What follows belongs to an exercise in optimizing a design on an open flow for small area; a production flow would make more cautious choices.
Function was checked by simulation only, so behaviour that the tests miss may differ from the original.
Power and IR drop assume default switching activity.

===== flow/run.sh =====
#!/bin/bash
# synth_recipe.tcl (not shown) runs the flow's synth.tcl, then flattens the netlist and writes it again
# the make line also repeats each setting of config.mk as NAME=value (left out here)
make -C /OpenROAD-flow-scripts/flow DESIGN_CONFIG=/design/flow/config.mk WORK_HOME=/design/flow/orfs CLKGATE_MAP_FILE= SYNTH_SCRIPT=/design/flow/synth_recipe.tcl finish

===== flow/config.mk =====
export PLATFORM = sky130hd
export DESIGN_NAME = mvn_cpu
export DESIGN_NICKNAME = mvn_cpu
export VERILOG_FILES = /design/flow/design.v
export SDC_FILE = /design/flow/constraint.sdc
export NUM_CORES = 4
export LEC_CHECK = 0
export CAP_MARGIN = 20
export CORE_MARGIN = 2
export CORE_UTILIZATION = 25
export PLACE_DENSITY = 0.5
export SLEW_MARGIN = 20

===== flow/constraint.sdc =====
create_clock -name core_clock -period 10.0 [get_ports {clk}]
set_input_delay 2.0000 -clock core_clock [delete_from_list [all_inputs] [get_ports {clk}]]
set_output_delay 2.0000 -clock core_clock [all_outputs]
set_load 0.01 [all_outputs]

===== flow/design.v =====
module mvn_cpu (
    input  wire        clk,
    input  wire        rst,
    output reg         mem_req,
    output reg         mem_we,
    output reg  [11:0] mem_addr,
    output reg  [7:0]  mem_wdata,
    input  wire        mem_ready,
    input  wire [7:0]  mem_rdata,
    output wire        in_ready,
    input  wire        in_valid,
    input  wire [11:0] in_data,
    output wire        out_valid,
    output wire [11:0] out_data,
    output wire        halted,
    input  wire        resume,
    output wire        done,
    output wire        faulted,
    output wire [3:0]  fault_code,
    output wire [12:0] pc_o,
    output wire [11:0] ac_o
);
    localparam [3:0] OP_JMP = 4'h0, OP_JZ = 4'h1, OP_JN = 4'h2, OP_LV = 4'h3,
                     OP_ADD = 4'h4, OP_SUB = 4'h5, OP_MUL = 4'h6, OP_DIV = 4'h7,
                     OP_LD  = 4'h8, OP_MM  = 4'h9, OP_SC  = 4'hA, OP_RS  = 4'hB,
                     OP_HM  = 4'hC, OP_GD  = 4'hD, OP_PD  = 4'hE, OP_OS  = 4'hF;
    localparam [3:0] E_NONE = 4'd0, E_INVALID_ADDR = 4'd5, E_OUT_OF_RANGE = 4'd6,
                     E_DIV_ZERO = 4'd7, E_OVERFLOW = 4'd8, E_UNIMPL = 4'd9;
    localparam [3:0] S_FETCH0 = 4'd0,  S_FETCH1 = 4'd1,  S_EXEC   = 4'd2,
                     S_READ0  = 4'd3,  S_READ1  = 4'd4,  S_ALU    = 4'd5,
                     S_DIV    = 4'd6,  S_WRITE0 = 4'd7,  S_WRITE1 = 4'd8,
                     S_HALT   = 4'd9,  S_GD     = 4'd10, S_DONE   = 4'd11;
    reg  [3:0]  state;
    reg  [12:0] pc;
    reg  [11:0] ac;
    reg  [15:0] ir;
    reg  [15:0] dat;
    reg         done_r;
    reg         faulted_r;
    reg  [3:0]  fault_code_r;
    reg  [12:0] div_rem;
    reg  [11:0] div_quo;
    reg  [11:0] div_dvs;
    reg  [3:0]  div_cnt;
    reg         div_neg;
    wire [3:0]  op      = ir[15:12];
    wire [11:0] opr     = ir[11:0];
    wire [11:0] opr_p1  = opr + 12'd1;
    wire [12:0] opr_p2  = {1'b0, opr} + 13'd2;
    wire        opr_end = (opr == 12'hFFF);    
    wire [11:0] d       = dat[11:0];           
    wire [11:0] ac_abs  = ac[11] ? (~ac + 12'd1) : ac;
    wire [11:0] d_abs   = d[11]  ? (~d + 12'd1)  : d;
    wire [11:0] mul_res = ac * d;
    wire [12:0] div_sh  = {div_rem[11:0], div_quo[11]};
    wire [12:0] div_sub = div_sh - {1'b0, div_dvs};
    assign in_ready   = (state == S_GD);
    assign out_valid  = (state == S_EXEC) && (op == OP_PD);
    assign out_data   = ac;
    assign halted     = (state == S_HALT);
    assign done       = done_r;
    assign faulted    = faulted_r;
    assign fault_code = fault_code_r;
    assign pc_o       = pc;
    assign ac_o       = ac;
    always @(*) begin
        mem_req   = 1'b0;
        mem_we    = 1'b0;
        mem_addr  = 12'd0;
        mem_wdata = 8'd0;
        case (state)
            S_FETCH0: begin mem_req = (pc != 13'h1000); mem_addr = pc[11:0]; end
            S_FETCH1: begin mem_req = 1'b1; mem_addr = pc[11:0] + 12'd1; end
            S_READ0:  begin mem_req = 1'b1; mem_addr = opr; end
            S_READ1:  begin mem_req = 1'b1; mem_addr = opr_p1; end
            S_WRITE0: begin
                mem_req   = 1'b1;
                mem_we    = 1'b1;
                mem_addr  = opr;
                mem_wdata = (op == OP_SC) ? {3'b000, pc[12:8]} : {{4{ac[11]}}, ac[11:8]};
            end
            S_WRITE1: begin
                mem_req   = 1'b1;
                mem_we    = 1'b1;
                mem_addr  = opr_p1;
                mem_wdata = (op == OP_SC) ? pc[7:0] : ac[7:0];
            end
            default: ;
        endcase
    end
    always @(posedge clk) begin
        if (rst) begin
            state        <= S_FETCH0;
            pc           <= 13'd0;
            ac           <= 12'd0;
            done_r       <= 1'b0;
            faulted_r    <= 1'b0;
            fault_code_r <= E_NONE;
        end else begin
            case (state)
                S_FETCH0: begin
                    if (pc == 13'h1000) begin
                        state        <= S_DONE;
                        done_r       <= 1'b1;
                        faulted_r    <= 1'b1;
                        fault_code_r <= E_OUT_OF_RANGE;
                    end else if (mem_ready) begin
                        ir[15:8] <= mem_rdata;
                        state    <= S_FETCH1;
                    end
                end
                S_FETCH1: begin
                    if (mem_ready) begin
                        ir[7:0] <= mem_rdata;
                        pc      <= pc + 13'd2;
                        state   <= S_EXEC;
                    end
                end
                S_EXEC: begin
                    state <= S_FETCH0;
                    case (op)
                        OP_JMP, OP_JZ, OP_JN: begin
                            if ((op == OP_JMP) ||
                                (op == OP_JZ && ac == 12'd0) ||
                                (op == OP_JN && ac[11])) begin
                                if (opr[0]) begin
                                    state        <= S_DONE;
                                    done_r       <= 1'b1;
                                    faulted_r    <= 1'b1;
                                    fault_code_r <= E_INVALID_ADDR;
                                end else begin
                                    pc <= {1'b0, opr};
                                end
                            end
                        end
                        OP_LV: ac <= opr;
                        OP_ADD, OP_SUB, OP_MUL, OP_DIV, OP_LD, OP_RS: begin
                            if (opr_end) begin
                                state        <= S_DONE;
                                done_r       <= 1'b1;
                                faulted_r    <= 1'b1;
                                fault_code_r <= E_OUT_OF_RANGE;
                            end else begin
                                state <= S_READ0;
                            end
                        end
                        OP_MM, OP_SC: begin
                            if (opr_end) begin
                                state        <= S_DONE;
                                done_r       <= 1'b1;
                                faulted_r    <= 1'b1;
                                fault_code_r <= E_OUT_OF_RANGE;
                            end else if (op == OP_SC && opr[0]) begin
                                state        <= S_DONE;
                                done_r       <= 1'b1;
                                faulted_r    <= 1'b1;
                                fault_code_r <= E_INVALID_ADDR;
                            end else begin
                                state <= S_WRITE0;
                            end
                        end
                        OP_HM: state <= S_HALT;
                        OP_GD: state <= S_GD;
                        OP_PD: ;   
                        OP_OS: begin
                            state  <= S_DONE;
                            done_r <= 1'b1;
                            if (opr != 12'd0) begin
                                faulted_r    <= 1'b1;
                                fault_code_r <= E_UNIMPL;
                            end
                        end
                        default: ;
                    endcase
                end
                S_READ0: begin
                    if (mem_ready) begin
                        dat[15:8] <= mem_rdata;
                        state     <= S_READ1;
                    end
                end
                S_READ1: begin
                    if (mem_ready) begin
                        dat[7:0] <= mem_rdata;
                        state    <= S_ALU;
                    end
                end
                S_ALU: begin
                    state <= S_FETCH0;
                    case (op)
                        OP_ADD: ac <= ac + d;
                        OP_SUB: ac <= ac - d;
                        OP_MUL: ac <= mul_res;
                        OP_LD:  ac <= d;
                        OP_DIV: begin
                            if (d == 12'd0) begin
                                state        <= S_DONE;
                                done_r       <= 1'b1;
                                faulted_r    <= 1'b1;
                                fault_code_r <= E_DIV_ZERO;
                            end else begin
                                div_rem <= 13'd0;
                                div_quo <= ac_abs;
                                div_dvs <= d_abs;
                                div_cnt <= 4'd0;
                                div_neg <= ac[11] ^ d[11];
                                state   <= S_DIV;
                            end
                        end
                        OP_RS: begin
                            if (dat[15:12] != 4'd0) begin
                                state        <= S_DONE;
                                done_r       <= 1'b1;
                                faulted_r    <= 1'b1;
                                fault_code_r <= E_OVERFLOW;
                            end else if (dat[0]) begin
                                state        <= S_DONE;
                                done_r       <= 1'b1;
                                faulted_r    <= 1'b1;
                                fault_code_r <= E_INVALID_ADDR;
                            end else begin
                                pc <= {1'b0, dat[11:0]};
                            end
                        end
                        default: ;
                    endcase
                end
                S_DIV: begin
                    if (!div_sub[12]) begin
                        div_rem <= div_sub;
                        div_quo <= {div_quo[10:0], 1'b1};
                    end else begin
                        div_rem <= div_sh;
                        div_quo <= {div_quo[10:0], 1'b0};
                    end
                    div_cnt <= div_cnt + 4'd1;
                    if (div_cnt == 4'd11) begin
                        ac    <= div_neg ? (~{div_quo[10:0], !div_sub[12]} + 12'd1)
                                         :   {div_quo[10:0], !div_sub[12]};
                        state <= S_FETCH0;
                    end
                end
                S_WRITE0: begin
                    if (mem_ready) state <= S_WRITE1;
                end
                S_WRITE1: begin
                    if (mem_ready) begin
                        if (op == OP_SC) pc <= opr_p2;
                        state <= S_FETCH0;
                    end
                end
                S_HALT: begin
                    if (resume) begin
                        if (opr[0]) begin
                            state        <= S_DONE;
                            done_r       <= 1'b1;
                            faulted_r    <= 1'b1;
                            fault_code_r <= E_INVALID_ADDR;
                        end else begin
                            pc    <= {1'b0, opr};
                            state <= S_FETCH0;
                        end
                    end
                end
                S_GD: begin
                    if (in_valid) begin
                        ac    <= in_data;
                        state <= S_FETCH0;
                    end
                end
                S_DONE: ;
                default: state <= S_FETCH0;
            endcase
        end
    end
endmodule

==> flow_summary.toml <==
[clock_network]
cts_setup_buffers = 0
clock_sinks = 108
cts_resized = 0
clock_latency_ps = 370
cts_hold_buf = 0
cts_tree = "built"
clockBufferDepth = 2
cts_buffers = 9
clk_pin_slew_ps = 80
cts_root_buf = "clkbuf_16"
htree_levels = 3

[final_layout]
n_antenna_cell = 0
layout_common_cells = "nand2_1, inv_1, nor2_1, clkdlybuf4s50_1, o21ai_0"
finish.instance_area_um2 = 12600
num-fill-cells = 4606
layout-drive-gt1-share = 0.0570
seq_area_um2 = 2890
fin_cells = 1935
nets = 1470
syn_to_final_growth_pct = 16.4
multi_input_area_um2 = 7080
final_common_cell = "nand2_1"

[floorplanning]
die_x_um = 212
coreArea_um2 = 42900
io_pins = 93
initial_core_util = 0.252
dieArea_um2 = 44900
num_rows = 76
die_h_um = 212

[synthesis]
synth_top_area_cell = "edfxtp_1"
netlist_area_um2 = 10800
synth_top_area_share = 0.203
ys_types = 77
ys_warn_count = 1
netlist_instances = 1312
synthFlopType = "edfxtp_1"
synth_edf_count = 73
synthArstFlopShare = 0
synthesis.nets = 1437
synth_area_leaders = "edfxtp_1, fa_1, ha_1"
synth-seq-cells = 108
ys_seq_area_frac = 0.268
postSynthAreaPerCell_um2 = 8.23

[sta]
fin_skew_ps = 13.9
fin_ws_ps = 3790
tns_ps = 0
fin_crit_sh = 0.621
slew_headroom = 0.405
period_minus_slack_ps = 6210
setup_viol = 0
hold_viol = 0
worst_slew_pin_slew_ps = 893
rsz0062_at_grt = "false"
maxSlewViolCount = 0
max_freq_mhz = 161

[placement]
dpl_cell_area_um2 = 12300
dp_hpwl_um = 28600
port-buffer-count = 92
preCtsSetupSlack_ps = 4280
dp.cells = 1919
globalplace.congestion = 0.906

[status]
status = "finished clean"

[setup_path]
crit_type = "reg2out"
path_cells = "xor2_1 -> nand2_1 -> mux2i_1 -> o21ai_0 -> nand2b_1 -> nor4_1 -> xor2_1 -> o21ai_0 -> clkdlybuf4s50_1"
crit_buf_inv = 1
critPathSlowestCell = "dfxtp_1"
cp-end-kind = "primary output"
cp_top_family = "simple AND/OR/NAND/NOR gates"
critPathMaxStageDelay_ps = 880
crit_arrival_ps = 4210
cp-start-kind = "flip-flop"
crit_fanout = 28
cp.required_ps = 8000

[global_routing]
grt_usage = 0.174
antenna_found_initial = 0
grt_pass1_wl_um = 59200
grt_max_degree = 41
grt_pass1_vias = 9786
grt_overflow = 0

[power_and_ir_drop]
cellPowerDensity_nw_per_um2 = 151
ir_drop_mv = 0.101
total_power_mw = 1.90
power.leakage_nw = 4.69

[detailed_routing]
route.detailed.drc = 0
via_count = 9960
drt_iter0_drc = 827
first_pass_iters = 8
antenna_left = 0
viasPerCell = 5.15
drt_wl_total_um = 38800
post_drt_wl_per_cell_um = 20.1

[hold_path]
hp-class = "reg2reg"

[job]
cap_violations = 0
-- metrics by stage --
stage	hold WS (ps)	util
finish	479	0.293
global route	524	0.293
CTS	486	0.293
detailed placement	463	0.286
global placement	457	0.286
floorplan	502	-
-- worst paths after layout --
kind | start | end | slack [ps] | cells past startpoint
max | state[3] | mem_addr[11] | 3790 | 9
min | faulted_r | faulted_r | 480 | 2
max reg2reg | ac[6] | ac[11] | 4430 | 18
min reg2reg | faulted_r | faulted_r | 480 | 2
-- flip-flops by register name, indices dropped and copies added, names as in the netlist, 4 cells and up --
register      cells
dat              16
ir               16
pc               13
ac               12
div_dvs          12
div_quo          12
div_rem          12
div_cnt           4
fault_code_r      4
state             4
-- where the power goes --
group	internal [mW]	switching, mW
logic	0.381	0.467
clock network	0.202	0.179
registers	0.525	0.146
-- kinds of logic (layout without fill, tap and decap cells) --
group	after synthesis	after routing	share of synthesized area
xor gates and xnor gates	98	98	0.0808
DFF	108	108	0.268
AOI/OAI and AO/OA	312	312	0.194
buffers and inverters	207	245	0.0787
and+or+nand+nor	451	451	0.201
adders and majority gates	100	100	0.144
muxes	36	36	0.0337
-- area by class of cell --
| type | instances | area share |
|---|---|---|
| multi-input combinational | 997 | 0.563 |
| sequential | 108 | 0.230 |
| timing repair buffer | 126 | 0.0935 |
| tap | 585 | 0.0582 |
| inverter | 103 | 0.0307 |
| clock buffer | 11 | 0.0193 |
| clock inverter | 5 | 0.00488 |
-- cells in the mapped netlist (all sizes together) (11+ instances only) --
master,number
nor3,31
nor2,102
nand2b,28
a31oi,12
nor2b,15
o31ai,13
fa,41
edfxtp,73
dfxtp,35
or3,20
a222oi,12
xnor2,51
nand3,25
inv,102
nor4,11
a21oi,62
o21ai,88
a211oi,24
and2,24
ha,59
nand2,161
a22oi,20
buf,31
mux2i,33
clkbuf,73
xor2,46
-- routing by layer --
metal,vias up,share of wire,routed length [µm],GRT usage
met2,386,0.46,17800,0.280
met5,-,0,0,0
met1,4830,0.45,17400,0.235
li1,4675,-,-,-
met4,0,0.027,1040,0.0510
met3,69,0.068,2630,0.0346
-- worst reg2reg max path, stage by stage (launching register included) --
cell	delay [ps]
dfxtp_1	850
nand2_1	170
fa_1	540
inv_1	50
fa_1	490
inv_1	50
fa_1	470
inv_1	50
fa_1	540
inv_1	60
fa_1	420
xor2_1	160
xnor2_1	190
xnor2_1	150
xnor3_1	430
xnor2_1	200
xor2_1	250
a31oi_1	120
a311oi_1	280

-- afterwards: timing with drivers on the ports --
How much do the figures lean on ideal ports? The routed layout below was timed once more, with nothing changed but the port constraints.
Step 1: set_driving_cell puts a clkbuf_16 on clk and a buf_2 on each other input, an assumption about the parent block.
Step 2, shift: input delay + t, output delay - t, t = (earliest + latest rising clock arrival at the registers) / 2. This alone moves slack from input paths to output paths.
Slacks: ideal ports / drivers / drivers and shift; pairs: ideal ports / drivers.
t (ns): 0.416
setup slack, ns: 3.785 / 3.734 / 4.151
hold WS [ns]: 0.479 / 0.479 / 0.479
clock arrival spread, ns: 0.015 / 0.015
worst slew at a driven data input, ns: 0.04
After both steps this run still meets setup and hold. The setup slack of this run moves by -0.051 ns with the drivers and by +0.366 ns with both steps.
